From an optimization exercise on the open Yosys and OpenROAD flow, aimed at small area, a short achievable clock period and few clock cycles per item; shortcuts taken in it are not production practice. No functional check of the RTL was part of this run. Power and IR drop assume default switching activity.

[flow/constraint.sdc]
create_clock -name core_clock -period 10.0 [get_ports {clk}]
set_input_delay 2.0000 -clock core_clock [delete_from_list [all_inputs] [get_ports {clk}]]
set_output_delay 2.0000 -clock core_clock [all_outputs]
set_load 0.01 [all_outputs]
[flow/design.v]
module ibc_pkb_enc (
    input  wire       clk,
    input  wire       rst,         
    input  wire       in_valid,
    output wire       in_ready,
    input  wire [7:0] in_data,
    input  wire       in_last,
    output wire       out_valid,
    input  wire       out_ready,
    output wire [7:0] out_data,
    output wire       out_last
);
    localparam integer C  = 132;    
    localparam integer D  = 8;      
    reg       rdy;
    reg       iv;
    reg [7:0] id;
    reg       il;
    assign in_ready = rdy;
    always @(posedge clk) begin
        iv <= !rst && in_valid && rdy;
        id <= in_data;
        il <= in_last;
    end
    reg       pend;                
    reg       run;                 
    reg [7:0] pv;
    reg [7:0] rctl;                
    reg       lopen;               
    reg [6:0] lcnt;                
    reg       fl;                  
    reg        we;                 
    reg        push;               
    reg  [9:0] tok;                
    reg        n_pend, n_run, n_lopen, n_fl;
    reg  [7:0] n_pv, n_rctl;
    reg  [6:0] n_lcnt;
    wire eq = (id == pv);
    always @(*) begin
        we = 1'b0; push = 1'b0; tok = 10'd0;
        n_pend = pend; n_run = run; n_pv = pv; n_rctl = rctl;
        n_lopen = lopen; n_lcnt = lcnt; n_fl = 1'b0;
        if (fl) begin
            if (run) begin
                push = 1'b1; tok = {1'b1, 1'b1, rctl};
            end else if (pend) begin
                we = 1'b1; push = 1'b1;
                tok = {1'b0, 1'b1, lopen ? {1'b0, lcnt} + 8'd1 : 8'd0};
            end
            n_run = 1'b0; n_pend = 1'b0; n_lopen = 1'b0;
        end
        if (iv) begin
            n_fl = il;
            if (run && !fl) begin
                if (eq) begin
                    n_rctl = rctl - 8'd1;
                    if (rctl == 8'h82) begin
                        push = 1'b1; tok = {1'b1, il, 8'h81};
                        n_run = 1'b0;
                        n_fl = 1'b0;
                    end
                end else begin
                    push = 1'b1; tok = {1'b1, 1'b0, rctl};
                    n_run = 1'b0; n_pend = 1'b1; n_pv = id;
                end
            end else if (!pend || fl) begin
                n_pend = 1'b1; n_pv = id;
            end else if (eq) begin
                we = 1'b1;
                n_run = 1'b1; n_rctl = 8'hFF; n_pend = 1'b0;
                if (lopen) begin
                    push = 1'b1; tok = {1'b0, 1'b0, 1'b0, lcnt};
                    n_lopen = 1'b0;
                end
            end else begin
                we = 1'b1;
                n_pv = id;
                n_lopen = 1'b1;
                n_lcnt = lopen ? lcnt + 7'd1 : 7'd0;
                if (lopen && lcnt == 7'd126) begin
                    push = 1'b1; tok = {1'b0, 1'b0, 8'd127};
                    n_lopen = 1'b0;
                end
            end
        end
    end
    always @(posedge clk) begin
        if (rst) begin
            pend <= 1'b0; run <= 1'b0; lopen <= 1'b0; fl <= 1'b0;
        end else begin
            pend <= n_pend; run <= n_run; lopen <= n_lopen; fl <= n_fl;
        end
        pv <= n_pv; rctl <= n_rctl; lcnt <= n_lcnt;
    end
    reg [7:0] mem [0:C-1];
    reg       wen;
    reg [7:0] wdat;
    reg [7:0] wp, rp;
    reg [7:0] fcnt;                
    wire rd;                       
    always @(posedge clk) begin
        if (rst) wen <= 1'b0;
        else     wen <= we;
        wdat <= pv;
        if (wen) mem[wp] <= wdat;
        if (rst) begin
            wp <= 8'd0; rp <= 8'd0; fcnt <= 8'd0;
        end else begin
            if (wen) wp <= (wp == C - 1) ? 8'd0 : wp + 8'd1;
            if (rd)  rp <= (rp == C - 1) ? 8'd0 : rp + 8'd1;
            fcnt <= fcnt + {7'd0, we} - {7'd0, rd};
        end
    end
    reg [9:0] tq [0:D-1];
    reg [2:0] tw, tr;
    reg [3:0] tcnt;
    wire      pop;
    always @(posedge clk) begin
        if (push) tq[tw] <= tok;
        if (rst) begin
            tw <= 3'd0; tr <= 3'd0; tcnt <= 4'd0;
        end else begin
            if (push) tw <= tw + 3'd1;
            if (pop)  tr <= tr + 3'd1;
            tcnt <= tcnt + {3'd0, push} - {3'd0, pop};
        end
    end
    always @(posedge clk) begin
        if (rst) rdy <= 1'b0;
        else     rdy <= (fcnt <= C - 4) && (tcnt + {3'd0, push} - {3'd0, pop} <= 4'd5);
    end
    reg       ov, ol;
    reg [7:0] od;
    reg       dph;                 
    reg [6:0] ecnt;                
    reg       elast;
    assign out_valid = ov;
    assign out_data  = od;
    assign out_last  = ol;
    wire       adv  = !ov || out_ready;
    wire [9:0] th   = tq[tr];
    wire       tav  = (tcnt != 4'd0);
    assign rd  = adv && dph;
    assign pop = adv && !dph && tav;
    always @(posedge clk) begin
        if (rst) begin
            ov <= 1'b0; dph <= 1'b0;
        end else if (adv) begin
            if (dph) begin
                ov <= 1'b1;
                if (ecnt == 7'd0) dph <= 1'b0;
            end else if (tav) begin
                ov <= 1'b1; dph <= 1'b1;
            end else begin
                ov <= 1'b0;
            end
        end
        if (adv) begin
            if (dph) begin
                od <= mem[rp];
                ol <= elast && ecnt == 7'd0;
                ecnt <= ecnt - 7'd1;
            end else begin
                od <= th[7:0];
                ol <= 1'b0;
                ecnt <= th[9] ? 7'd0 : th[6:0];
                elast <= th[8];
            end
        end
    end
endmodule
[flow/run.sh]
#!/bin/bash
# synth_recipe.tcl (not shown) runs the flow's synth.tcl, then flattens the netlist and writes it again
# the make line also repeats each setting of config.mk as NAME=value (left out here)
make -C /OpenROAD-flow-scripts/flow DESIGN_CONFIG=/design/flow/config.mk WORK_HOME=/design/flow/orfs CLKGATE_MAP_FILE= SYNTH_SCRIPT=/design/flow/synth_recipe.tcl finish
[flow/config.mk]
export PLATFORM = sky130hd
export DESIGN_NAME = ibc_pkb_enc
export DESIGN_NICKNAME = ibc_pkb_enc
export VERILOG_FILES = /design/flow/design.v
export SDC_FILE = /design/flow/constraint.sdc
export NUM_CORES = 4
export LEC_CHECK = 0
export CAP_MARGIN = 20
export CORE_MARGIN = 2
export CORE_UTILIZATION = 40
export PLACE_DENSITY = 0.6
export SLEW_MARGIN = 20
==> flow_summary_export.csv <==
group,metric,value,unit
outcome,status,"no timing/DRC/antenna violations",
route,avgRoutedWirePerCell,27.2,um
synth,ys_warn_count,1,
sta,slew_headroom,0.270,
setup_path,crit_path_start,"out_ready",
layout,largest_reg_flops,1056,
global_routing,grt_pass1_wl,177000,um
sta,period_needed,4.66,ns
pwr,ir_drop,0.221,mV
place,place.detailed.hpwl,76400,um
setup_path,critPathRequiredTime,10.66,ns
clocking,post-cts-setup-buffers,0,
hold_path,hp-start,"pv[4]",
synth,synth.most_common_cell,"edfxtp_1",
hold_path,hold_path_class,"reg -> reg",
layout,fin_cells,4450,
pwr,p_leak,16.7,nW
synth,post_synth_num_cell_types,73,
die,initial_core_util,0.402,
synth,netlist.area_leader.share,0.714,
setup_path,path_max_fanout,19,
synth,synth_commonest_cells,"edfxtp_1 (1176), nor2_1 (205), mux4_2 (203), mux2i_1 (153), nand2_1 (114)",
clocking,cts_made_buffers,130,
route,ant_nets,0,
sta,fmax,0.215,GHz
synth,ys.flop_type,"edfxtp_1",
synth,synth_area_per_cell,18.5,um2
clocking,cts_sinks,1247,
synth,ys_ff_latch,1247,
setup_path,crit_type,"in -> reg",
clocking,cts.repair.resized,0,
die,pin_count,24,
global_routing,busiest_layer,"met2",
global_routing,grt_use_met1,0.260,
global_routing,grt_pass1_vias,25700,
sta,grt_setup_unrepaired,"no",
place,place_inst,4223,
global_routing,track_usage,0.191,
route,dr.first_iter.drc_count,2965,
global_routing,grt_overflow,0,
setup_path,cp-start-kind,"primary input",
layout,top_regs,"mem x1056, tq x80",
pwr,p_total,12.4,mW
clocking,clk_latency,0.74,ns
die,dieWidth,356,um
clocking,cts_root_buf,"clkbuf_16",
global_routing,grt_max_degree,107,
place,gp_congestion,0.883,
die,core,123000,um2
die,dieArea,126000,um2
synth,synthTopCellsByArea,"edfxtp_1 (71%), mux4_2 (9.2%), mux2i_1 (3.1%)",
setup_path,crit_arrival,5.32,ns
synth,synthArstFlopShare,0,
sta,finalSetupViolCount,0,
global_routing,antenna_found_initial,2,
sta,clock_skew,0.0285,ns
job,maxCapViolations,0,
route,via_per_inst,5.74,
sta,worstMarginPinSlew,1.09,ns
layout,area_growth,12.1,%
pwr,power.density,223,nW/um2
layout,fin_nets,2762,
sta,hold_viol_final,0,
synth,synth-seq-area-share,0.743,
route,vias,25600,
clocking,clock_path_buffers,3,
die,die-height,356,um
global_routing,use_met3,0.0406,
synth,synth_edf_count,1176,
global_routing,grt_use_met2,0.311,
die,rows,129,
layout,finalCoreUtilization,0.450,
clocking,clkTransAtPathRegs,0.06,ns
layout,top_register,"mem",
sta,tns,0,ns
route,drtPass1Iterations,6,
layout,drive_gt1_frac,0.171,
route,drc_errors,0,
sta,period_share,0.466,
synth,syn_inst,2673,
synth,yosysTopAreaCell,"edfxtp_1",
synth,synthesis.area,49500,um2
clocking,htreeDepth,4,
synth,syn_nets,2716,
clocking,cts_hold_buf,0,
setup_path,critPathCaptureType,"flip-flop",
place,io_buffers,23,
sta,slew_violations,0,
route,wl,121000,um
clocking,cts_tree,"yes",
## stage by stage
| step | setup WS [ns] | instance area [um2] | hold slack (ns) |
|---|---|---|---|
| after floorplan | 5.31 | 49500 | 0.368 |
| after global placement | 4.38 | 51300 | 0.376 |
| after detailed placement | 4.20 | 51300 | 0.374 |
| after CTS | 4.99 | 55400 | 0.391 |
| after global routing | 5.04 | 55400 | 0.404 |
| final | 5.34 | 55400 | 0.390 |
## where the power goes
part | internal (mW) | total, mW | switching [mW]
clock | 2.73 | 4.69 | 1.96
combinational | 0.832 | 1.75 | 0.917
sequential | 5.77 | 5.93 | 0.161
## kinds of logic (layout without fill, tap and decap cells)
family / count (synthesis) / count (layout) / share of synthesized area
muxes: 400 / 400 / 0.137
other: 0 / 2 / 0
xor gates and xnor gates: 38 / 38 / 0.00673
buffers and inverters: 179 / 317 / 0.0193
and+or+nand+nor: 504 / 504 / 0.0473
adders and majority gates: 30 / 30 / 0.00789
AOI/OAI and AO/OA: 275 / 275 / 0.0388
DFF: 1247 / 1247 / 0.743
## worst max-delay path, cell delays in order
cell	delay (ns)
clkdlybuf4s50_1	0.46
nand2b_2	0.51
and2_1	0.36
ha_1	0.24
inv_1	0.05
ha_1	0.26
a21o_1	0.16
a21oi_1	0.23
o21bai_1	0.12
a2111oi_0	0.62
nor4_1	0.13
nor3_1	0.19
## routing by layer
layer	up-vias	wire length, um	share of wire
li1	10900	-	-
met1	13500	50200	0.41
met2	1032	58900	0.49
met3	171	9250	0.076
met4	0	2700	0.022
met5	-	0	0
## cell type report
class | instances | area, um2
Tap cell | 1637 | 2050
Inverter | 37 | 139
Sequential cell | 1247 | 36800
Clock inverter | 63 | 676
Timing Repair Buffer | 56 | 523
Antenna cell | 2 | 5.00
Multi-Input combinational cell | 1247 | 11800
Fill cell | 10400 | 67700
Clock buffer | 161 | 3430
## placed cells by master (no fill, tap or decap), types with 22 or more instances in the layout
master           instances
a21oi_1                 37
a22o_1                  28
a22oi_1                 26
buf_4                   30
clkbuf_1                28
clkbuf_16              133
clkdlybuf4s50_1         23
dfxtp_1                 59
edfxtp_1              1176
ha_1                    28
inv_1                   36
mux2_2                  30
mux2i_1                153
mux4_2                 203
nand2_1                114
nand3_1                 31
nor2_1                 205
nor2b_1                 22
nor3_1                  26
o21ai_0                 38
o22ai_1                 59
xor2_1                  25
## final timing paths
check / cells after the start / slack, ns / to
worst min-delay path: 0 / 0.39 / wdat[4]
worst min register to register: 0 / 0.39 / wdat[4]
worst max-delay path: 12 / 5.34 / fcnt[7]
worst max register to register: 8 / 5.60 / od[2]

[what the ideal ports hide]
The results above use ideal ports. As a check the final layout listed here was re-extracted and re-timed, cells and wires unchanged. Step 1 sets driving cells, clkbuf_16 on the clock port and buf_2 on the other inputs (assumed; they add their load-dependent delay and slew). Step 2 adds t to the input delays and takes it off the output delays; t is the mean of the earliest and latest rising clock arrival at the registers after step 1. Input paths then give back, and output paths get back, about the clock's delay inside the block. a / b / c = ideal ports / drivers / drivers and shift; a / b = the first two.
t, ns: 0.794
slack for setup (ns): 5.340 / 5.380 / 4.586
worst hold slack (ns): 0.390 / 0.390 / 0.390
latest minus earliest clock arrival (ns): 0.029 / 0.028
After both steps this run still meets setup and hold. The setup slack of this run moves by +0.040 ns with the drivers and by -0.754 ns with both steps.
